From an optimization exercise on the open Yosys and OpenROAD flow, aimed at small area, a short achievable clock period and few clock cycles; shortcuts taken in it are not production practice.
In this exercise RTL edits were held to simulation tests only and were not proved equivalent to the original.
Power is estimated from default activity; no workload was simulated.

--- flow/config.mk ---
export PLATFORM = sky130hd
export DESIGN_NAME = bms_rx_engine
export DESIGN_NICKNAME = bms_rx_engine
export VERILOG_FILES = /design/flow/design.v
export SDC_FILE = /design/flow/constraint.sdc
export NUM_CORES = 4
export LEC_CHECK = 0
export CAP_MARGIN = 20
export CORE_MARGIN = 2
export CORE_UTILIZATION = 40
export SLEW_MARGIN = 20
--- flow/design.v ---
module bms_rx_engine (
    input  wire        clk,
    input  wire        rst,            
    input  wire        cmd_valid,
    output wire        cmd_ready,
    input  wire [1:0]  cmd_op,         
    input  wire [6:0]  cmd_ra,
    input  wire [15:0] cmd_reg,
    input  wire [7:0]  cmd_count_m1,   
    input  wire [1:0]  cmd_ipf_m1,     
    input  wire        rx_valid,
    output wire        rx_ready,
    input  wire [15:0] rx_data,
    input  wire        rx_last,
    output reg         item_valid,
    output reg  [2:0]  item_count,
    output reg  [63:0] item_data,
    output reg         done,
    output reg  [3:0]  status,
    output reg  [3:0]  ctr_value,
    output reg         fault
);
    localparam [1:0] OP_READ = 2'd0, OP_CTR_RESET = 2'd1, OP_CTR_QUERY = 2'd2;
    localparam [3:0] ST_OK        = 4'd0,
                     ST_SHORT     = 4'd1,
                     ST_WRONG_CRC = 4'd2,
                     ST_WRONG_CNT = 4'd3,
                     ST_TIMEOUT   = 4'd4,
                     ST_NO_ACCESS = 4'd5,
                     ST_NO_RESP   = 4'd6,
                     ST_BAD_DEV   = 4'd7,
                     ST_BAD_REG   = 4'd8;
    localparam [15:0] ERROR_REG_ADDR = 16'hFFFF;
    localparam [1:0]  CMD_RESPONSE   = 2'b11;
    localparam        MAX_FRAMES     = 40;
    localparam [2:0] S_IDLE   = 3'd0,
                     S_MIRROR = 3'd1,
                     S_FRAME  = 3'd2,
                     S_CHECK  = 3'd3,
                     S_DRAIN  = 3'd4,
                     S_FAULT  = 3'd5;
    function [15:0] crc_word;
        input [15:0] c;
        input [15:0] w;
        integer i;
        reg [15:0] r;
        begin
            r = c;
            for (i = 15; i >= 0; i = i - 1)
                r = {r[14:0], 1'b0} ^ ((r[15] ^ w[i]) ? 16'h1021 : 16'h0000);
            crc_word = r;
        end
    endfunction
    reg [2:0]  state;
    reg [6:0]  op_ra;
    reg [15:0] reg_exp;       
    reg [1:0]  ipf_m1;
    reg [8:0]  remaining;     
    reg [2:0]  widx;          
    reg [15:0] hdr;
    reg [15:0] sreg;
    reg [15:0] pay [0:3];
    reg [15:0] crc;
    reg        crc_ok;
    reg [2:0]  flen;          
    reg        ended;         
    reg  [511:0] ct;
    reg          ct_we;
    reg  [6:0]   ct_waddr;
    reg  [3:0]   ct_wdata;
    genvar g;
    generate
        for (g = 0; g < 128; g = g + 1) begin : g_ct
            always @(posedge clk) begin
                if (rst)
                    ct[g*4 +: 4] <= 4'd0;
                else if (ct_we && ct_waddr == g)
                    ct[g*4 +: 4] <= ct_wdata;
            end
        end
    endgenerate
    assign cmd_ready = (state == S_IDLE);
    assign rx_ready  = (state == S_MIRROR) || (state == S_FRAME) || (state == S_DRAIN);
    wire cmd_fire = cmd_valid && cmd_ready;
    wire rx_fire  = rx_valid && rx_ready;
    wire [8:0] cmd_count  = {1'b0, cmd_count_m1} + 9'd1;
    wire [8:0] cmd_limit  = MAX_FRAMES * ({7'd0, cmd_ipf_m1} + 9'd1);
    wire       cmd_too_big = cmd_count > cmd_limit;
    wire [2:0] frame_w   = {1'b0, ipf_m1} + 3'd4;    
    wire [1:0] h_cmd = hdr[15:14];
    wire [6:0] h_ra  = hdr[12:6];
    wire [3:0] h_cnt = hdr[5:2];
    wire [1:0] h_dl  = hdr[1:0];
    wire [3:0] ct_exp = ct[h_ra*4 +: 4];
    wire [2:0] n_dl   = {1'b0, h_dl} + 3'd1;
    wire [2:0] n_len  = flen - 3'd3;
    wire [2:0] n_ext  = (n_dl < n_len) ? n_dl : n_len;
    wire [8:0] ipf9   = {7'd0, ipf_m1} + 9'd1;
    wire [8:0] m_copy = (ipf9 < remaining) ? ipf9 : remaining;
    reg [3:0] frame_st;
    always @* begin
        if (flen < 3'd4)                frame_st = ST_SHORT;
        else if (!crc_ok)               frame_st = ST_WRONG_CRC;
        else if (h_cnt != ct_exp)       frame_st = ST_WRONG_CNT;
        else if (sreg == ERROR_REG_ADDR) frame_st = ST_NO_ACCESS;
        else if (h_cmd != CMD_RESPONSE) frame_st = ST_NO_RESP;
        else if (h_ra != op_ra)         frame_st = ST_BAD_DEV;
        else if (sreg != reg_exp)       frame_st = ST_BAD_REG;
        else                            frame_st = ST_OK;
    end
    reg [63:0] items;
    integer i;
    always @* begin
        for (i = 0; i < 4; i = i + 1)
            items[i*16 +: 16] = (i < n_ext && i < m_copy) ? pay[i] : 16'h0000;
    end
    always @* begin
        ct_we    = 1'b0;
        ct_waddr = h_ra;
        ct_wdata = ct_exp + 4'd1;
        if (state == S_IDLE && cmd_fire && cmd_op == OP_CTR_RESET) begin
            ct_we    = 1'b1;
            ct_waddr = cmd_ra;
            ct_wdata = 4'd0;
        end else if (state == S_CHECK && flen >= 3'd4) begin
            ct_we    = 1'b1;
        end
    end
    always @(posedge clk) begin
        if (rst) begin
            state      <= S_IDLE;
            item_valid <= 1'b0;
            item_count <= 3'd0;
            item_data  <= 64'd0;
            done       <= 1'b0;
            status     <= ST_OK;
            ctr_value  <= 4'd0;
            fault      <= 1'b0;
            op_ra      <= 7'd0;
            reg_exp    <= 16'd0;
            ipf_m1     <= 2'd0;
            remaining  <= 9'd0;
            widx       <= 3'd0;
            hdr        <= 16'd0;
            sreg       <= 16'd0;
            crc        <= 16'hFFFF;
            crc_ok     <= 1'b0;
            flen       <= 3'd0;
            ended      <= 1'b0;
        end else begin
            item_valid <= 1'b0;
            done       <= 1'b0;
            case (state)
                S_IDLE: begin
                    if (cmd_fire) begin
                        case (cmd_op)
                            OP_READ: begin
                                if (cmd_too_big) begin
                                    fault <= 1'b1;
                                    state <= S_FAULT;
                                end else begin
                                    op_ra     <= cmd_ra;
                                    reg_exp   <= cmd_reg;
                                    ipf_m1    <= cmd_ipf_m1;
                                    remaining <= cmd_count;
                                    widx      <= 3'd0;
                                    ended     <= 1'b0;
                                    state     <= S_MIRROR;
                                end
                            end
                            OP_CTR_RESET: begin
                                status <= ST_OK;
                                done   <= 1'b1;
                            end
                            OP_CTR_QUERY: begin
                                ctr_value <= ct[cmd_ra*4 +: 4];
                                status    <= ST_OK;
                                done      <= 1'b1;
                            end
                            default: begin
                                fault <= 1'b1;
                                state <= S_FAULT;
                            end
                        endcase
                    end
                end
                S_MIRROR: begin
                    if (rx_fire) begin
                        if (rx_last) begin
                            status <= ST_TIMEOUT;
                            done   <= 1'b1;
                            state  <= S_IDLE;
                        end else if (widx == 3'd3) begin
                            widx  <= 3'd0;
                            crc   <= 16'hFFFF;
                            state <= S_FRAME;
                        end else begin
                            widx <= widx + 3'd1;
                        end
                    end
                end
                S_FRAME: begin
                    if (rx_fire) begin
                        if (widx == 3'd0)
                            hdr <= rx_data;
                        else if (widx == 3'd1)
                            sreg <= rx_data;
                        else if (widx < 3'd6)
                            pay[widx - 3'd2] <= rx_data;
                        crc <= crc_word(crc, rx_data);
                        if (rx_last || widx == frame_w - 3'd1) begin
                            crc_ok <= (crc == rx_data);
                            flen   <= widx + 3'd1;
                            ended  <= rx_last;
                            state  <= S_CHECK;
                        end else begin
                            widx <= widx + 3'd1;
                        end
                    end
                end
                S_CHECK: begin
                    if (frame_st == ST_OK) begin
                        item_valid <= 1'b1;
                        item_count <= m_copy[2:0];
                        item_data  <= items;
                        remaining  <= remaining - m_copy;
                        reg_exp    <= reg_exp + {14'd0, ipf_m1} + 16'd1;
                        if (remaining == m_copy) begin
                            status <= ST_OK;
                            if (ended) begin
                                done  <= 1'b1;
                                state <= S_IDLE;
                            end else begin
                                state <= S_DRAIN;
                            end
                        end else if (ended) begin
                            status <= ST_TIMEOUT;
                            done   <= 1'b1;
                            state  <= S_IDLE;
                        end else begin
                            widx  <= 3'd0;
                            crc   <= 16'hFFFF;
                            state <= S_FRAME;
                        end
                    end else begin
                        status <= frame_st;
                        if (ended) begin
                            done  <= 1'b1;
                            state <= S_IDLE;
                        end else begin
                            state <= S_DRAIN;
                        end
                    end
                end
                S_DRAIN: begin
                    if (rx_fire && rx_last) begin
                        done  <= 1'b1;
                        state <= S_IDLE;
                    end
                end
                default: ;   
            endcase
        end
    end
endmodule
--- flow/constraint.sdc ---
create_clock -name core_clock -period 5.0 [get_ports {clk}]
set_input_delay 1.0000 -clock core_clock [delete_from_list [all_inputs] [get_ports {clk}]]
set_output_delay 1.0000 -clock core_clock [all_outputs]
set_load 0.01 [all_outputs]
--- flow/run.sh ---
#!/bin/bash
# synth_recipe.tcl (not shown) runs the flow's synth.tcl, then flattens the netlist and writes it again
# the make line also repeats each setting of config.mk as NAME=value (left out here)
make -C /OpenROAD-flow-scripts/flow DESIGN_CONFIG=/design/flow/config.mk WORK_HOME=/design/flow/orfs CLKGATE_MAP_FILE= SYNTH_SCRIPT=/design/flow/synth_recipe.tcl finish
==> impl_metrics.tcl <==
set metrics [dict create \
    status "complete, no violations" \
    cts_resized 0 \
    setup_ws_ns 0.432 \
    cp.required_ns 5.49 \
    post-cts-setup-buffers 0 \
    hold_buffers 0 \
    layout-drive-gt1-share_pct 13.3 \
    fin_nets 4307 \
    worst_pin_slew_ns 1.22 \
    grt_overflow_total 0 \
    post_drt_via_cell_ratio 5.98 \
    clockRootBuffer "clkbuf_16" \
    cts_htree_levels 3 \
    path_cells "buf_12, mux4_2, nand2_1, and3_1, a311oi_1, nor2_1, a211oi_1, nor2_1, o31a_1, o211ai_1, buf_12, o21ai_0" \
    synth_seq_cells 746 \
    synth_ff_type "dfxtp_1" \
    synth_edf_count 64 \
    leakagePower_nw 14.5 \
    cts_tree "done" \
    numCtsBuffers 83 \
    drc 0 \
    reg2reg_from "hdr[8]$_SDFFE_PP0P_" \
    slew_headroom_pct 18.5 \
    holdPathEnd "fault$_SDFFE_PP0P_" \
    clock.fmax_mhz 219 \
    synthArstFlopShare_pct 0 \
    drtAntennaViolNets 0 \
    finalSetupViolCount 0 \
    grt_pass1_vias 31100 \
    period_minus_slack_ns 4.57 \
    min_from "fault$_SDFFE_PP0P_" \
    layout_common_cells "nand2_1, dfxtp_1, a21oi_1" \
    numPortBuffers 135 \
    clk_pin_slew_ns 0.06 \
    wl_per_cell_um 24.0 \
    max_cap_violations 0 \
    yosysSeqAreaShare_pct 40.5 \
    setup.worst_path.class "reg -> reg" \
    mostFrequentLayoutCell "nand2_1" \
    hold_viol 0 \
    num_io_pins 136 \
    r2r_setup_slack_ns 0.43 \
    diodes 0 \
    min_path_type "reg -> reg" \
    cts_num_sinks 746 \
    areaGrowthSynthToFinish_pct 14.7 \
    grt.total_usage_pct 26.5 \
    worstSetupEndpointType "flop" \
    core_area_um2 95200 \
    die_x_um 314 \
    final_cells 5543 \
    netlist_area_um2 38500 \
    fin_skew_ns 0.0372 \
    place_inst 5394 \
    final-max-slew-violation-count 0 \
    gp_congestion 0.956 \
    dr.first_iter.drc_count 4006 \
    holdWs_ns 0.451 \
    crit_path_top_delay_cell "dfxtp_4" \
    timing.final.crit_share_pct 91.4 \
    synth_warnings 1 \
    die_h_um 314 \
    crit_fanout 96 \
    grt_max_degree 208 \
    vias 33200 \
    fill_cells 8974 \
    critPathMaxStageDelay_ns 0.85 \
    r2r_cells 12 \
    final_util_pct 46.4 \
    ir_drop_mv 0.256 \
    grt_pass1_wl_um 201000 \
    synthCells 4182 \
    rsz0062_at_grt "no" \
    synth_cell_type_count 81 \
    power.density_nw_per_um2 316 \
    postSynthAreaPerCell_um2 9.20 \
    worstSetupStartpointType "flop" \
    hold-path-cell-count 2 \
    dp_hpwl_um 91900 \
    synth_nets 4275 \
    dieArea_um2 98700 \
    post-place-ws_ns 0.339 \
    cts_buffer_depth 3 \
    antenna_found_initial 2 \
    r2r-end "ct[311]$_SDFFE_PP0P_" \
    clock_latency_ns 0.67 \
    multi_input_area_um2 21200 \
    seqCellArea_um2 15600 \
    tns_ns 0 \
    first_pass_iters 6 \
    arrival_ns 5.06 \
    routed_wl_um 133000 \
    rows 113 \
    start_util_pct 40.4 \
]
[metrics by stage]
step | cell area, um2 | total power (W)
detailed placement | 41300 | 0.00778
floorplan | 38500 | 0.00721
global route | 44100 | 0.0144
global placement | 41300 | 0.00778
finish | 44100 | 0.0139
CTS | 44100 | 0.0140
[state kept, by name (all words and copies together) (netlist names), 4 cells and up]
register,count
status,4
remaining,9
item_data,64
crc,16
hdr,15
ct,512
ctr_value,4
pay,64
reg_exp,16
op_ra,7
sreg,16
[synthesized netlist by cell type (all sizes together) (11+ instances only)]
library cell	instances	area share [%]
nand3	324	4.2
a21oi	374	4.9
nand2b	14	0.23
and3	33	0.54
nand2	709	6.9
mux2	14	0.41
and2	13	0.21
nor2b	33	0.54
mux4	216	13
nand4	13	0.21
or2	11	0.18
a22oi	61	1.2
inv	44	0.43
o21ai	203	2.7
nor4	14	0.24
mux2i	329	8.6
clkbuf	237	2.3
dfxtp	682	35
xor2	35	0.80
a211oi	23	0.47
buf	105	1.8
ha	35	1.1
nor3	43	0.62
nor2	308	3.0
edfxtp	64	5.0
a31o	18	0.41
o22ai	52	0.85
xnor2	50	1.1
o32ai	11	0.25
[area by class of cell]
cell class                      count  area share (%)
Multi-Input combinational cell   3050            48.1
Sequential cell                   746            35.3
Timing Repair Buffer              289            6.34
Clock buffer                      115            5.32
Tap cell                         1265            3.59
Clock inverter                     34           0.973
Inverter                           44           0.386
[per-layer routing]
layer / up-vias / part of all wire, % / GRT usage, %
met5: - / 0.0098 / 0
met4: 2 / 3.7 / 9.72
met3: 268 / 9.1 / 5.48
met2: 1473 / 44 / 40.2
met1: 16300 / 43 / 37.2
li1: 15100 / - / -
[where the power goes]
group	internal, W	leakage, nW	switching, W	total (W)
Clock	0.00357	1.35	0.00267	0.00624
Combinational	0.000536	7.12	0.00101	0.00155
Sequential	0.00606	6.07	0.0000736	0.00613
Total	0.0102	14.5	0.00375	0.0139
[cell families after synthesis]
| logic type | Yosys count | synth area share (%) |
|---|---|---|
| AND/OR/NAND/NOR | 1546 | 17.5 |
| AO/OA/AOI/OAI | 823 | 12.6 |
| flip-flops | 746 | 40.5 |
| multiplexers | 559 | 21.7 |
| buffers and inverters | 386 | 4.58 |
| XOR/XNOR | 85 | 1.94 |
| adder cells (fa/ha/maj) | 37 | 1.24 |
[worst max-delay path: cells and delay by family, from the launching register on]
kind	cells	cell delay, ns
AO/OA/AOI/OAI	5	1.97
flip-flops	1	0.85
buffers and inverters	2	0.65
AND/OR/NAND/NOR	4	0.53
multiplexers	1	0.25
[worst max-delay path by stage]
stage	depth (start not counted)	end	from
after floorplan	11	ctr_value[0]$_SDFFE_PP0P_	cmd_ra[0]
after global placement	16	widx[0]$_SDFFE_PP0P_	cmd_count_m1[0]
after detailed placement	16	widx[0]$_SDFFE_PP0P_	cmd_count_m1[0]
after CTS	13	ct[382]$_SDFFE_PP0P_	hdr[8]$_SDFFE_PP0P_
after global routing	12	ct[311]$_SDFFE_PP0P_	hdr[8]$_SDFFE_PP0P_
final	12	ct[311]$_SDFFE_PP0P_	hdr[8]$_SDFFE_PP0P_
Testbench counts, summed over its fixed seeds: cycles 83,588.

## what the ideal ports hide
The results above use ideal ports. As a check the final layout listed here was re-extracted and re-timed, cells and wires unchanged.
Step 1 assumes that a clkbuf_16 drives the clock port and a buf_2 every other input.
Step 2, shift: input delay + t, output delay - t, t = (earliest + latest rising clock arrival at the registers) / 2. This alone moves slack from input paths to output paths.
Three values: ideal ports, drivers, drivers and shift; two values: the first two.
t, ns: 0.723
setup WS [ns]: 0.432 / 0.432 / 0.332
hold slack, ns: 0.451 / 0.451 / 0.451
slew at the worst register clock pin (ns): 0.07 / 0.07
worst data-port slew with drivers (ns): 0.11
After both steps this run still meets setup and hold. For this run, drivers alone change the setup slack by 0.000 ns; drivers and shift together by -0.100 ns.
